Context: an optimization exercise on an open-source flow, tuned for small area, a short achievable clock period and few clock cycles. The choices shown serve that exercise and are no tape-out recipe. In this exercise RTL edits were held to simulation tests only and were not proved equivalent to the original. Power is estimated from default activity; no workload was simulated.

### design.v
module cksum_unit #(
    parameter [15:0] INIT = 16'h0000
) (
    input  wire        clk,
    input  wire        clear,       
    input  wire        step,        
    input  wire [7:0]  byte_in,
    output wire        carry,       
    output wire        carry_q,     
    output wire [15:0] sum          
);
    reg [7:0] hi, lo;
    reg       c;
    reg       odd;                  
    wire [7:0] lane = odd ? lo : hi;
    wire [8:0] add  = {1'b0, lane} + {1'b0, byte_in} + {8'd0, c};
    always @(posedge clk) begin
        if (clear) begin
            hi  <= INIT[15:8];
            lo  <= INIT[7:0];
            c   <= 1'b0;
            odd <= 1'b0;
        end else if (step) begin
            if (odd) lo <= add[7:0];
            else     hi <= add[7:0];
            c   <= add[8];
            odd <= ~odd;
        end
    end
    assign carry   = step ? add[8] : c;
    assign carry_q = c;
    assign sum     = {hi, lo};
endmodule
module udp_tx_engine (
    input  wire        clk,
    input  wire        rst,
    input  wire        cmd_valid,
    output wire        cmd_ready,
    input  wire        cmd_op,
    input  wire [15:0] cmd_sport,
    input  wire [15:0] cmd_dport,
    input  wire [31:0] cmd_dst_ip,
    input  wire [15:0] cmd_len,
    input  wire        in_valid,
    output wire        in_ready,
    input  wire [7:0]  in_data,
    output wire        out_valid,
    input  wire        out_ready,
    output wire [7:0]  out_data,
    output wire        out_last,
    output wire        res_valid,
    output wire [1:0]  res_code,
    output wire [15:0] res_cksum
);
    localparam [11:0] MAX_PLEN = 12'd4054;    
    reg        cr;                  
    reg        c_ck, c_udp, c_nz;   
    reg        hv;
    reg [31:0] dst;
    reg [15:0] sp, dp;
    reg [11:0] pl;
    reg [5:0]  hidx;                
    reg        up;                  
    reg [11:0] pc;                  
    reg        ck_busy;             
    reg [15:0] kc;                  
    reg        kcnz;                
    reg        kv;                  
    reg        ck_young_p;          
    reg        ck_young_f;          
    reg        ir;                  
    reg        irm;                 
    reg [7:0]  sd;                  
    reg        sl;
    reg        sv;                  
    reg        ov;
    reg [7:0]  od;
    reg        ol;
    reg        rv;
    reg        rck;                 
    reg        rbig;                
    reg        uo;                  
    reg        uo_big;
    wire fire_ck  = cr & c_ck;
    wire fire_udp = cr & c_udp;
    wire fire_big = cr & ~c_ck & ~c_udp;
    wire in_fire  = in_valid & ir;
    wire pay_fire = in_fire & ~irm;
    wire ck_fire  = in_fire & irm;
    wire od_free  = ~ov | out_ready;
    wire hload    = od_free & hv & ~up & ~sv;
    wire hlast    = (hidx == 6'd41);
    wire xfer     = hload & hlast;            
    wire pc_one   = (pc == 12'd1);
    wire kc_one   = (kc == 16'd1);
    wire [15:0] hsum;
    wire        hc_carry, hc_carry_q;
    reg  [7:0]  hc_byte;
    always @* begin
        case (hidx[3:0])
            4'd0:    hc_byte = {4'd0, pl[11:8]};
            4'd1:    hc_byte = pl[7:0];
            4'd2:    hc_byte = dst[31:24];
            4'd3:    hc_byte = dst[23:16];
            4'd4:    hc_byte = dst[15:8];
            4'd5:    hc_byte = dst[7:0];
            default: hc_byte = 8'd0;
        endcase
    end
    cksum_unit #(.INIT(16'hB53C)) u_hsum (
        .clk     (clk),
        .clear   (fire_udp),
        .step    (hload & (hidx < 6'd9)),
        .byte_in (hc_byte),
        .carry   (hc_carry),
        .carry_q (hc_carry_q),
        .sum     (hsum)
    );
    wire [11:0] tot_len = pl + 12'd28;
    wire [11:0] udp_len = pl + 12'd8;
    reg [7:0] hbyte;
    always @* begin
        case (hidx)
            6'd0:  hbyte = 8'h52;  6'd1:  hbyte = 8'h55;  6'd2:  hbyte = 8'h0a;
            6'd3:  hbyte = 8'h00;  6'd4:  hbyte = 8'h02;  6'd5:  hbyte = 8'h02;
            6'd6:  hbyte = 8'h52;  6'd7:  hbyte = 8'h54;  6'd8:  hbyte = 8'h00;
            6'd9:  hbyte = 8'h12;  6'd10: hbyte = 8'h34;  6'd11: hbyte = 8'h56;
            6'd12: hbyte = 8'h08;  6'd13: hbyte = 8'h00;
            6'd14: hbyte = 8'h45;  6'd15: hbyte = 8'h00;
            6'd16: hbyte = {4'd0, tot_len[11:8]};
            6'd17: hbyte = tot_len[7:0];
            6'd22: hbyte = 8'd100; 6'd23: hbyte = 8'd17;
            6'd24: hbyte = ~hsum[15:8];
            6'd25: hbyte = ~hsum[7:0];
            6'd26: hbyte = 8'h0a;  6'd27: hbyte = 8'h00;
            6'd28: hbyte = 8'h02;  6'd29: hbyte = 8'h0f;
            6'd30: hbyte = dst[31:24]; 6'd31: hbyte = dst[23:16];
            6'd32: hbyte = dst[15:8];  6'd33: hbyte = dst[7:0];
            6'd34: hbyte = sp[15:8];   6'd35: hbyte = sp[7:0];
            6'd36: hbyte = dp[15:8];   6'd37: hbyte = dp[7:0];
            6'd38: hbyte = {4'd0, udp_len[11:8]};
            6'd39: hbyte = udp_len[7:0];
            default: hbyte = 8'h00;
        endcase
    end
    wire        ck_carry, ck_carry_q;
    wire [15:0] ck_sum;
    wire        ck_step = kv | (ck_busy & ~kcnz & ck_carry_q);
    cksum_unit u_cksum (
        .clk     (clk),
        .clear   (fire_ck),
        .step    (ck_step),
        .byte_in (kv ? sd : 8'd0),
        .carry   (ck_carry),
        .carry_q (ck_carry_q),
        .sum     (ck_sum)
    );
    reg        hv_n, up_n, ck_busy_n, kcnz_n, kv_n, sv_n, uo_n;
    reg        ckyp_n, ckyf_n;
    reg        ck_res_n, udp_res_n;
    reg        ir_pay_n, ir_ck_n;
    always @* begin
        hv_n = (hv & ~xfer) | fire_udp;
        if (xfer)          up_n = (pl != 12'd0);
        else if (pay_fire) up_n = ~pc_one;
        else               up_n = up;
        if (fire_ck)      kcnz_n = c_nz;
        else if (ck_fire) kcnz_n = ~kc_one;
        else              kcnz_n = kcnz;
        kv_n = ck_fire;
        ck_res_n  = ck_busy & ~(rv & rck) & ~kcnz & ~ck_carry;
        ck_busy_n = (ck_busy & ~(rv & rck)) | fire_ck;
        if (fire_ck) begin
            ckyp_n = up_n;
            ckyf_n = hv_n;
        end else if (xfer) begin
            ckyp_n = ck_young_f;
            ckyf_n = 1'b0;
        end else begin
            ckyp_n = ck_young_p;
            ckyf_n = ck_young_f;
        end
        sv_n = od_free ? 1'b0 : (sv | pay_fire);
        udp_res_n = uo & (~ck_busy | (rv & rck));
        uo_n      = (uo & ~udp_res_n) | fire_udp | fire_big;
        ir_pay_n = up_n & ~sv_n & ~kv_n & ~(ck_busy_n & kcnz_n & ~ckyp_n);
        ir_ck_n  = ck_busy_n & kcnz_n & ~sv_n &
                   ~(up_n & ckyp_n) & ~(hv_n & ckyf_n);
    end
    wire len_big = (cmd_len > {4'd0, MAX_PLEN});
    wire cr_n = cmd_valid & ~cr & ~uo_n &
                (cmd_op ? ~ck_busy_n : (len_big | ~hv_n));
    always @(posedge clk) begin
        if (rst) begin
            cr         <= 1'b0;
            hv         <= 1'b0;
            hidx       <= 6'd0;
            up         <= 1'b0;
            ck_busy    <= 1'b0;
            kcnz       <= 1'b0;
            kv         <= 1'b0;
            ck_young_p <= 1'b0;
            ck_young_f <= 1'b0;
            ir         <= 1'b0;
            irm        <= 1'b0;
            sv         <= 1'b0;
            ov         <= 1'b0;
            rv         <= 1'b0;
            rck        <= 1'b0;
            rbig       <= 1'b0;
            uo         <= 1'b0;
        end else begin
            cr         <= cr_n;
            hv         <= hv_n;
            up         <= up_n;
            ck_busy    <= ck_busy_n;
            kcnz       <= kcnz_n;
            kv         <= kv_n;
            ck_young_p <= ckyp_n;
            ck_young_f <= ckyf_n;
            ir         <= ir_pay_n | ir_ck_n;
            irm        <= ir_ck_n;
            sv         <= sv_n;
            uo         <= uo_n;
            if (od_free) ov <= sv | pay_fire | hload;
            if (hload)   hidx <= hlast ? 6'd0 : hidx + 6'd1;
            rv         <= ck_res_n | udp_res_n;
            rck        <= ck_res_n;
            rbig       <= udp_res_n & uo_big;
        end
    end
    always @(posedge clk) begin
        c_ck  <= cmd_op;
        c_udp <= ~cmd_op & ~len_big;
        c_nz  <= (cmd_len != 16'd0);
        if (fire_udp) begin
            dst <= cmd_dst_ip;
            sp  <= cmd_sport;
            dp  <= cmd_dport;
            pl  <= cmd_len[11:0];
        end
        if (fire_udp | fire_big) uo_big <= fire_big;
        if (xfer)          pc <= pl;
        else if (pay_fire) pc <= pc - 12'd1;
        if (fire_ck)      kc <= cmd_len;
        else if (ck_fire) kc <= kc - 16'd1;
        if (ir) begin
            sd <= in_data;
            sl <= pc_one;
        end
        if (od_free) begin
            if (sv) begin
                od <= sd;
                ol <= sl;
            end else if (ir & ~irm) begin
                od <= in_data;
                ol <= pc_one;
            end else begin
                od <= hbyte;
                ol <= hlast & (pl == 12'd0);
            end
        end
    end
    assign cmd_ready = cr;
    assign in_ready  = ir;
    assign out_valid = ov;
    assign out_data  = od;
    assign out_last  = ol;
    assign res_valid = rv;
    assign res_code  = {rbig, 1'b0};
    assign res_cksum = ~ck_sum;
endmodule
### run.sh
#!/bin/bash
# synth_recipe.tcl (not shown) runs the flow's synth.tcl, then flattens the netlist and writes it again
# the make line also repeats each setting of config.mk as NAME=value (left out here)
make -C /OpenROAD-flow-scripts/flow DESIGN_CONFIG=/design/flow/config.mk WORK_HOME=/design/flow/orfs CLKGATE_MAP_FILE= SYNTH_SCRIPT=/design/flow/synth_recipe.tcl finish
### config.mk
export PLATFORM = sky130hd
export DESIGN_NAME = udp_tx_engine
export DESIGN_NICKNAME = udp_tx_engine
export VERILOG_FILES = /design/flow/design.v
export SDC_FILE = /design/flow/constraint.sdc
export NUM_CORES = 4
export LEC_CHECK = 0
export CAP_MARGIN = 20
export CORE_MARGIN = 2
export CORE_UTILIZATION = 40
export PLACE_DENSITY = 0.6
export SETUP_SLACK_MARGIN = 2
export SLEW_MARGIN = 20
### constraint.sdc
create_clock -name core_clock -period 6.0 [get_ports {clk}]
set_input_delay 1.2000 -clock core_clock [delete_from_list [all_inputs] [get_ports {clk}]]
set_output_delay 1.2000 -clock core_clock [all_outputs]
set_load 0.01 [all_outputs]
==> results of run 1 <==
power by group:
part / switching (W) / internal (W)
clock: 0.000523 / 0.000542
sequential: 0.0000487 / 0.00140
combinational: 0.000174 / 0.000179
sequential cells by signal, summed over array words and instances (netlist names), 6 cells and up:
signal,count
dst,32
dp,16
kc,16
sp,16
pc,12
pl,12
od,8
sd,8
u_cksum.hi,8
u_cksum.lo,8
u_hsum.hi,8
u_hsum.lo,8
hidx,6
through the flow:
step	worst slack (ns)	cells	power [W]	cell area, µm²
global placement	2.15	1390	0.00183	11300
global route	2.00	1422	0.00298	11800
finish	2.20	1422	0.00287	11800
floorplan	2.25	994	0.00167	9790
detailed placement	1.94	1390	0.00183	11300
CTS	2.20	1422	0.00289	11800
worst min-delay path: stages (launching register included):
cell     delay [ns]
dfxtp_1        0.31
nand2_1        0.05
a21oi_1        0.05
worst max-delay path by stage:
stage / depth (start not counted) / slack [ns] / endpoint / from
after floorplan: 16 / 2.25 / u_hsum.hi[6] / hidx[1]
after global placement: 13 / 2.15 / u_hsum.hi[6] / hidx[0]
after detailed placement: 13 / 1.94 / u_hsum.lo[7] / hidx[0]
after CTS: 13 / 2.20 / u_hsum.hi[6] / hidx[1]
after global routing: 13 / 2.00 / u_hsum.lo[6] / hidx[1]
final: 13 / 2.20 / u_hsum.hi[6] / hidx[1]
kinds of logic after synthesis:
logic type      count (synthesis)
compound gates                263
mux                            18
buf+inv                       102
simple gates                  354
fa+ha+maj                      31
other cells                     1
flops                         184
xor+xnor                       41
final cells by class:
type                    instances  area (µm²)
fillers                      2213       12300
flip-flops and latches        184        4920
multi-input cells             708        4500
repair buffers                134        1310
clock buffers                  18         429
well taps                     324         405
inverters                      40         151
clock inverters                14         114
routing by layer:
| layer | routed length (µm) | vias up |
|---|---|---|
| li1 | - | 3841 |
| met1 | 13300 | 3770 |
| met2 | 12600 | 299 |
| met3 | 1950 | 48 |
| met4 | 751 | 0 |
| met5 | 0 | - |
placed cells by master (no fill, tap or decap), types with 8 or more instances in the layout:
cell type,n
nor3b_1,8
buf_4,11
o21ai_0,66
clkdlybuf4s50_1,123
a22oi_1,20
a21oi_1,56
a21o_1,8
nand2_1,123
mux2i_1,10
dfxtp_1,60
xnor2_1,25
o211ai_1,11
o22ai_1,8
nor3_1,27
nor4_1,15
a211oi_1,8
ha_1,25
nand3_1,16
xor2_1,16
inv_1,39
edfxtp_1,123
clkbuf_16,17
nor2_1,81
nand2b_1,13
nor2b_1,14
and2_1,14
==> notes.md, run 1 <==
status timing/DRC/antenna clean; fin nets 1210; Total Die Area 25700 µm²; hold-fix buffers at CTS 0; CP Buf/Inv Count 2; Worst setup EP type register; WHS 0.453 ns; EDFF count, synth 123; RSZ-0062 raised after global routing yes; CTS-repair resized insts 3; Worst Hold Launch u_cksum.hi[5]; R2R setup slack 2.20 ns; kind of critical path register to register; first-pass GRT wire length 43500 µm; Clock Sinks 184; syn_nets 1119; synthesis-stage register bit count 184; adder-cell share of the synthesized area 4.27%; sequential element share of the synthesized area 50.2%; Yosys warning count 3; CTS tree yes; fin. max-slew vios 0; r2r worst-path depth 13; Initial Util 40.5%; routability congestion estimate 0.941; Avg Cell Area, Syn 9.85 µm²; slew margin rel. 20.5%; worst min-delay path category register to register; critical-path maximum fanout 26; crit-path max cell delay 0.43 ns; cell count after synthesis 994; Die Span X 160 µm; Root Driver clkbuf_16; mux cell area share after synthesis 1.94%; CTS H-Tree Depth 4; RR Endpoint u_hsum.hi[6]; gr usage total 22.0%; met1 Track Usage GR 31.5%; Residual DRC 0; Diodes inserted 0; initial antenna violation count 0; share of cells above drive strength 1 6.28%; required time of the critical path 6.37 ns; RR Startpoint hidx[1]; Core Util, Final 48.9%; mapped cell area 9790 µm²; Area contributors post-synth edfxtp_1, dfxtp_1, nand2_1; Unique masters post-synth 77; WL final 28600 µm; die height 160 µm; largest net degree at the start of global routing 80; met3 Use GR 4.18%; post-synth top area share 37.7%; post-layout min period 3.80 ns; Cell Chain, Critical Path inv_1, ha_1, buf_4, and2_1, a221o_1, fa_1, fa_1, a21o_1, a21o_1, a211o_1, a221oi_1, mux2i_1, nor2_1; Post-CTS Setup Bufs 0; Post-synth ARST share 0%; Congestion Overflow GR 0; maximum achievable frequency 0.263 GHz; Worst VDD drop 0.000166 V; Max clock buf depth 2; I/O pin cnt 125; Detail Placement HPWL 21000 µm; Slowest-stage cell, CP a221o_1; ANT nets after route 0; clock-pin slew on the worst setup and hold paths 0.07 ns; # rows 57; Core Region 24200 µm²; Via-to-Cell Ratio 5.60; Critical Path AT 4.17 ns; largest family of logic cells by synthesized area compound AO/OA/AOI/OAI gates; GR peak layer met2; vias in the first global route 7565; clock skew 0.0104 ns; drt wl/cell 20.1 µm; number of max-cap violations 0; Worst setup SP type register; synth cell count leaders edfxtp_1, nand2_1, nor2_1; post-synthesis xor/xnor area fraction 3.67%; CTS Buf Count 17; Top FF cell, synth edfxtp_1; simple-gate share of the synthesized area 17.8%; post-synthesis compound-gate area fraction 17.9%; cell accounting for the most synthesized area edfxtp_1; Pwr Density 243 nW/µm²; Worst Hold Path EP u_cksum.hi[5]; Iter 0 DRT Violations 787; drt first pass iters 5; Lkg Pwr 4.03 nW; WHS Path Cells 2; final hold viol count 0; total number of vias 7958; Global Route met2 Usage 33.2%; period utilization 63.3%; clock latency (worst-skew pair) 0.44 ns; Slew @ Worst Pin 1.16 ns; Fin Setup TNS 0 ns; Final Setup Violations 0; Crit path max-delay family compound AO/OA/AOI/OAI gates; Area Overhead vs Synth 20.8%; port bufs 123
Testbench counts, summed over its fixed seeds: cycles 187,044.
==> inputs of run 2 (changes only) <==
--- a/config.mk
+++ b/config.mk
@@ -9,5 +9,5 @@
 export CORE_MARGIN = 2
 export CORE_UTILIZATION = 40
 export PLACE_DENSITY = 0.6
-export SETUP_SLACK_MARGIN = 2
+export SETUP_SLACK_MARGIN = 3
 export SLEW_MARGIN = 20
==> run 2 against run 1 <==
Still clean. Area after synthesis stayed put. Sequential share of layout area down 1.3 points. Clock power up 7%. Register-to-register slack gained 0.54 ns. Synthesized cell count stayed put. Wire length rose by 1.7%. Cell count grew 1.3%. Design area up 3.4%.
==> notes.md, run 2 <==
Congestion Overflow GR 0 (unchanged); sequential element share of the synthesized area 50.2% (unchanged); Cell Chain, Critical Path buf_4, ha_4, a22oi_2, a21oi_1, a221o_1, fa_2, fa_2, a21o_1, a21o_1, a211o_1, a221oi_2, mux2i_1, nor2_1; Unique masters post-synth 77 (unchanged); mapped cell area 9790 µm² (unchanged); Area Overhead vs Synth 24.9%; kind of critical path register to register; Reg power frac 48.2% (-2.4 points); Residual DRC 0 (unchanged); r2r worst-path depth 13 (unchanged); Diodes inserted 0 (unchanged); Largest Register dst; Root Driver clkbuf_16; final hold viol count 0 (unchanged); Net Switching 0.000752 W (+0.90%); RR Startpoint hidx[0]; critical-path maximum fanout 5 (-81%); synthesis-stage register bit count 184 (unchanged); R2R setup slack 2.75 ns (+0.54 ns); Post-synth ARST share 0% (unchanged); slew margin rel. 32.8% (+12 points); crit-path max cell delay 0.38 ns (-0.05 ns); vias in the first global route 7688 (+1.6%); Worst Hold Launch u_cksum.hi[5]; most frequent cells in the layout nand2_1, edfxtp_1, clkdlybuf4s50_1, nor2_1, o21ai_0; Critical Path AT 3.61 ns (-0.56 ns); Detail Placement HPWL 21000 µm (+0.23%); WHS 0.454 ns (+0.00103 ns); Slowest-stage cell, CP fa_2; largest net degree at the start of global routing 81 (+1.3%); filler instances 2203 (-0.45%); Iter 0 DRT Violations 852 (+8.3%); required time of the critical path 6.36 ns (about the same); CTS tree yes; maximum achievable frequency 0.307 GHz (+17%); RSZ-0062 raised after global routing yes; Yosys warning count 3 (unchanged); Clock power frac 38.3% (+1.2 points); clock latency (worst-skew pair) 0.44 ns (about the same); worst min-delay path category register to register; post-layout min period 3.25 ns (-0.544 ns); hold-fix buffers at CTS 0 (unchanged); routability congestion estimate 0.956 (+1.6%); Worst VDD drop 0.000160 V (-4.0%); max reg flops 32 (unchanged); first-pass GRT wire length 44400 µm (+2.2%); synth cell count leaders edfxtp_1, nand2_1, nor2_1; Avg Cell Area, Syn 9.85 µm² (unchanged); Total Die Area 25700 µm² (unchanged); # rows 57 (unchanged); Area contributors post-synth edfxtp_1, dfxtp_1, nand2_1; Die Span X 160 µm (unchanged); period utilization 54.2% (-9.1 points); EDFF count, synth 123 (unchanged); post-synth top area share 37.7% (unchanged); Pwr Density 246 nW/µm² (+1.6%); drt first pass iters 6 (+1); combinational power share 13.5% (+1.2 points); Slew @ Worst Pin 1.01 ns (-0.154 ns); gr usage total 22.4% (+0.35 points); RR Endpoint u_hsum.hi[6]; cell accounting for the most synthesized area edfxtp_1; total power 0.00302 W (+5.1%); Clock Sinks 184 (unchanged); Core Region 24200 µm² (unchanged); total number of vias 8086 (+1.6%); Top FF cell, synth edfxtp_1; drt wl/cell 20.2 µm (+0.36%); fin nets 1229 (+1.6%); Placed Area 11300 µm² (+0.49%); CP Buf/Inv Count 1 (-1); Worst setup EP type register; I/O pin cnt 125 (unchanged); Via-to-Cell Ratio 5.61 (+0.27%); cell count after synthesis 994 (unchanged); Finished Cell Area 12200 µm² (+3.4%); ANT nets after route 0 (unchanged); Final Setup Violations 0 (unchanged); status timing/DRC/antenna clean; CTS H-Tree Depth 4 (unchanged); fin. max-slew vios 0 (unchanged); Worst setup SP type register; switching share of power 25.0% (-1.0 points); Worst Hold Path EP u_cksum.hi[5]; share of cells above drive strength 1 10.4% (+4.1 points); Initial Util 40.5% (unchanged); WHS Path Cells 2 (unchanged); syn_nets 1119 (unchanged); Max clock buf depth 2 (unchanged); Fin Setup TNS 0 ns (unchanged); clock skew 0.0139 ns (+0.00351 ns); clock-pin slew on the worst setup and hold paths 0.07 ns (about the same); initial antenna violation count 0 (unchanged); Int Pwr 0.00226 W (+6.5%); Crit path max-delay family compound AO/OA/AOI/OAI gates; WL final 29100 µm (+1.7%); port bufs 123 (unchanged); Lkg Pwr 4.19 nW (+4.0%); number of max-cap violations 0 (unchanged); die height 160 µm (unchanged); CTS Buf Count 17 (unchanged)
## run 2: changes by cell type in the layout (fill, tap and decap cells not counted), sizes merged
| cell | before | now |
|---|---|---|
| inv | 47 | 46 |
| clkinv | 7 | 2 |
| buf | 11 | 30 |
| clkbuf | 18 | 24 |
## run 2: power by group through the flow
stage,Clock (W),Sequential (W),Combinational [W]
2_1_floorplan,0,0.00146,0.000222
3_3_place_gp,0,0.00148,0.000356
3_5_place_dp,0,0.00148,0.000361
4_1_cts,0.00117,0.00145,0.000372
5_1_grt,0.00123,0.00146,0.000440
6_report,0.00115,0.00145,0.000407
## run 2: worst max path at each step
stage,from,end,slack [ns],depth (start not counted)
6_report,hidx[0],u_hsum.hi[6],2.75,13
3_3_place_gp,out_ready,u_hsum.hi[1],2.39,7
5_1_grt,hidx[0],u_hsum.lo[6],2.58,13
2_1_floorplan,hidx[1],u_hsum.hi[6],2.65,16
4_1_cts,hidx[0],u_hsum.hi[6],2.79,13
3_5_place_dp,hidx[0],u_hsum.lo[7],2.25,13
## run 2: timing repair
item                                    in CTS  in global routing
pin swaps                                    8                 11
setup buffers                               15                  4
resized for setup                           23                 21
endpoints found under the setup margin      24                 29
## run 2: layout make-up
class	count	area [µm²]	share of cell area (%)
Clock buffer	24	547	4.47
Clock inverter	8	65.1	0.532
Inverter	40	154	1.26
Multi-Input combinational cell	708	4670	38.2
Sequential cell	184	4930	40.3
Tap cell	324	405	3.31
Timing Repair Buffer	153	1460	12.0
## run 2: stage by stage
stage,util [%],worst slack [ns],std cells
after floorplan,-,2.65,994
after global placement,46.8,2.39,1390
after detailed placement,46.8,2.25,1390
after CTS,50.1,2.79,1437
after global routing,50.6,2.58,1441
final,50.6,2.75,1441
## run 2: metal layers
metal,vias up,wire [µm],track usage (%)
met2,328,13200,33.7
met4,0,700,7.70
met3,50,2130,5.19
met1,3819,13100,31.8
li1,3889,-,-
met5,-,0,0
## run 2: cell families (layout without fill, tap and decap cells)
| family | after synthesis | after routing | share of synthesized area [%] |
|---|---|---|---|
| buffers and inverters | 102 | 225 | 4.13 |
| DFF | 184 | 184 | 50.2 |
| AOI/OAI and AO/OA | 263 | 263 | 17.9 |
| muxes | 18 | 18 | 1.94 |
| and+or+nand+nor | 354 | 354 | 17.8 |
| other | 1 | 1 | 0.0383 |
| adders and majority gates | 31 | 31 | 4.27 |
| xor gates and xnor gates | 41 | 41 | 3.67 |
## run 2: worst register-to-register path: stages (launching register included)
cell and delay [ns]:
dfxtp_4 0.37, buf_4 0.14, ha_4 0.18, a22oi_2 0.15, a21oi_1 0.09, a221o_1 0.34, fa_2 0.38, fa_2 0.36
a21o_1 0.18, a21o_1 0.19, a211o_1 0.29, a221oi_2 0.32, mux2i_1 0.11, nor2_1 0.09
==> inputs of run 3 (changes only) <==
--- a/config.mk
+++ b/config.mk
@@ -9,5 +9,4 @@
 export CORE_MARGIN = 2
 export CORE_UTILIZATION = 40
 export PLACE_DENSITY = 0.6
-export SETUP_SLACK_MARGIN = 3
 export SLEW_MARGIN = 20
==> run 3 against run 2 <==
Utilization decreased by 1.8 points. Wire length is 1.9% lower. Clock power down 7%. Die area stayed put. Non-clock buffer count is 19 lower. Critical path depth unchanged. Clock skew is 0.0035 ns lower. Register-to-register slack got worse by 0.95 ns. Highest routed layer unchanged. Global-route usage decreased by 0.34 points.
==> notes.md, run 3 <==
vias in the first global route 7565 (-1.6%); Initial Util 40.5% (unchanged); Clock Sinks 184 (unchanged); syn_nets 1119 (unchanged); Residual DRC 0 (unchanged); largest net degree at the start of global routing 80 (-1.2%); final hold viol count 0 (unchanged); Die Span X 160 µm (unchanged); routability congestion estimate 0.941 (-1.6%); required time of the critical path 6.32 ns (-0.04 ns); worst min-delay path category register to register; period utilization 70.0% (+16 points); post-layout min period 4.20 ns (+0.948 ns); Area Overhead vs Synth 20.5%; most frequent cells in the layout nand2_1, edfxtp_1, clkdlybuf4s50_1, nor2_1, o21ai_0; gr usage total 22.0% (-0.34 points); Largest Register dst; fin nets 1210 (-1.5%); clock-pin slew on the worst setup and hold paths 0.07 ns (about the same); Iter 0 DRT Violations 769 (-9.7%); max reg flops 32 (unchanged); total number of vias 7956 (-1.6%); Post-CTS Setup Bufs 0 (-15); Root Driver clkbuf_16; ANT nets after route 0 (unchanged); Fin Setup TNS 0 ns (unchanged); Unique masters post-synth 77 (unchanged); Core Region 24200 µm² (unchanged); clock latency (worst-skew pair) 0.44 ns (about the same); sequential element share of the synthesized area 50.2% (unchanged); post-synth top area share 37.7% (unchanged); Diodes inserted 0 (unchanged); CTS H-Tree Depth 4 (unchanged); WHS Path Cells 2 (unchanged); Top FF cell, synth edfxtp_1; combinational power share 12.2% (-1.3 points); Worst setup SP type register; WHS 0.453 ns (-0.00102 ns); EDFF count, synth 123 (unchanged); CTS Buf Count 17 (unchanged); status timing/DRC/antenna clean; Worst setup EP type register; drt wl/cell 20.1 µm (-0.61%); Pwr Density 243 nW/µm² (-1.4%); Post-synth ARST share 0% (unchanged); Critical Path AT 4.52 ns (+0.91 ns); cell accounting for the most synthesized area edfxtp_1; maximum achievable frequency 0.238 GHz (-23%); Worst VDD drop 0.000167 V (+4.9%); Yosys warning count 3 (unchanged); Slew @ Worst Pin 1.15 ns (+0.140 ns); Total Die Area 25700 µm² (unchanged); r2r worst-path depth 13 (unchanged); mapped cell area 9790 µm² (unchanged); number of max-cap violations 0 (unchanged); Final Setup Violations 0 (unchanged); Avg Cell Area, Syn 9.85 µm² (unchanged); synthesis-stage register bit count 184 (unchanged); # rows 57 (unchanged); RSZ-0062 raised after global routing no; switching share of power 26.0% (+1.0 points); Lkg Pwr 4.02 nW (-4.0%); CTS-repair resized insts 0 (-100%); slew margin rel. 21.5% (-11 points); first-pass GRT wire length 43500 µm (-2.1%); critical-path maximum fanout 18 (+13); Int Pwr 0.00212 W (-6.2%); Clock power frac 37.2% (-1.1 points); CTS tree yes; Congestion Overflow GR 0 (unchanged); Reg power frac 50.6% (+2.4 points); Max clock buf depth 2 (unchanged); I/O pin cnt 125 (unchanged); hold-fix buffers at CTS 0 (unchanged); drt first pass iters 7 (+1); WL final 28500 µm (-1.9%); Net Switching 0.000745 W (-1.0%); fin. max-slew vios 0 (unchanged); total power 0.00287 W (-4.9%); share of cells above drive strength 1 5.83% (-4.6 points); synth cell count leaders edfxtp_1, nand2_1, nor2_1; initial antenna violation count 0 (unchanged); kind of critical path register to register; Area contributors post-synth edfxtp_1, dfxtp_1, nand2_1; clock skew 0.0104 ns (-0.00350 ns); port bufs 123 (unchanged); die height 160 µm (unchanged); cell count after synthesis 994 (unchanged); Detail Placement HPWL 21000 µm (-0.23%); Via-to-Cell Ratio 5.59 (-0.29%)
-- run 3: final timing paths --
check	startpoint	slack [ns]	endpoint
hold / removal	u_cksum.hi[5]	0.45	u_cksum.hi[5]
setup reg to reg	hidx[0]	1.80	u_hsum.lo[7]
setup / recovery	hidx[0]	1.80	u_hsum.lo[7]
hold reg to reg	u_cksum.hi[5]	0.45	u_cksum.hi[5]
-- run 3: kinds of logic (layout without fill, tap and decap cells) --
group	Yosys count	count (layout)	share of synthesized area, %
AND/OR/NAND/NOR	354	354	17.8
AO/OA/AOI/OAI	263	263	17.9
flip-flops	184	184	50.2
buffers and inverters	102	206	4.13
other	1	1	0.0383
multiplexers	18	18	1.94
XOR/XNOR	41	41	3.67
adder cells (fa/ha/maj)	31	31	4.27
-- run 3: worst max-delay path, cell delays in order (launching register included) --
cell and delay, ns:
dfxtp_1 0.37, inv_1 0.12, ha_1 0.67, inv_1 0.14, nor2_1 0.52, a22oi_1 0.13, o21ai_0 0.23, ha_1 0.32
a21o_1 0.15, a21oi_1 0.30, o21ai_0 0.15, o41ai_1 0.52, nor3b_1 0.11, a2111oi_0 0.34
-- run 3: area by class of cell --
cell class	count	area [µm²]
Inverter	40	151
Timing Repair Buffer	134	1310
Sequential cell	184	4910
Clock inverter	14	114
Clock buffer	18	429
Multi-Input combinational cell	708	4470
Tap cell	324	405
Fill cell	2219	12400
-- run 3: routing by layer --
metal / up-vias / part of all wire (%) / global-route usage [%]
met2: 274 / 45 / 33.2
met5: - / 0 / 0
met3: 46 / 6.6 / 4.18
li1: 3842 / - / -
met4: 0 / 2.6 / 8.48
met1: 3794 / 46 / 31.5
-- run 3: per-stage QoR --
| step | setup slack, ns | utilization [%] | cell area [µm²] | cells |
|---|---|---|---|---|
| floorplan | 2.25 | - | 9790 | 994 |
| global placement | 2.15 | 46.6 | 11300 | 1390 |
| detailed placement | 1.94 | 46.6 | 11300 | 1390 |
| CTS | 1.90 | 48.8 | 11800 | 1422 |
| global route | 1.51 | 48.8 | 11800 | 1422 |
| finish | 1.80 | 48.8 | 11800 | 1422 |
-- run 3: power by group through the flow --
stage	clock (W)	sequential, W	combinational [W]
after floorplan	0	0.00146	0.000211
after global placement	0	0.00148	0.000347
after detailed placement	0	0.00148	0.000347
after CTS	0.00109	0.00145	0.000349
after global routing	0.00114	0.00146	0.000384
final	0.00107	0.00145	0.000350

[separate check: timing with driven ports]
The flow's constraints put no driver on any port. The routed layouts listed below were extracted and timed again, unchanged, in two steps.
Step 1 assumes that a clkbuf_16 drives the clock port and a buf_2 every other input.
Step 2 adds t to the input delays and takes it off the output delays; t is the mean of the earliest and latest rising clock arrival at the registers after step 1. Input paths then give back, and output paths get back, about the clock's delay inside the block.
a / b / c = no drivers / after step 1 / after step 2; a / b = the first two.
run | shift t [ns] | slack for setup (ns) | hold slack, ns | worst setup path after step 2 | slew at the worst register clock pin (ns)
run 1 | 0.485 | 2.204 / 2.204 / 2.204 | 0.453 / 0.453 / 0.453 | register to register | 0.08 / 0.08
run 2 | 0.475 | 2.748 / 2.748 / 2.621 | 0.454 / 0.454 / 0.454 | input to register | 0.08 / 0.08
run 3 | 0.486 | 1.800 / 1.800 / 1.800 | 0.453 / 0.453 / 0.453 | register to register | 0.08 / 0.08
After both steps setup and hold are still met in every run listed. The setup slack of run 2, which loses most, moves by 0.000 ns with the drivers and by -0.127 ns with both steps.
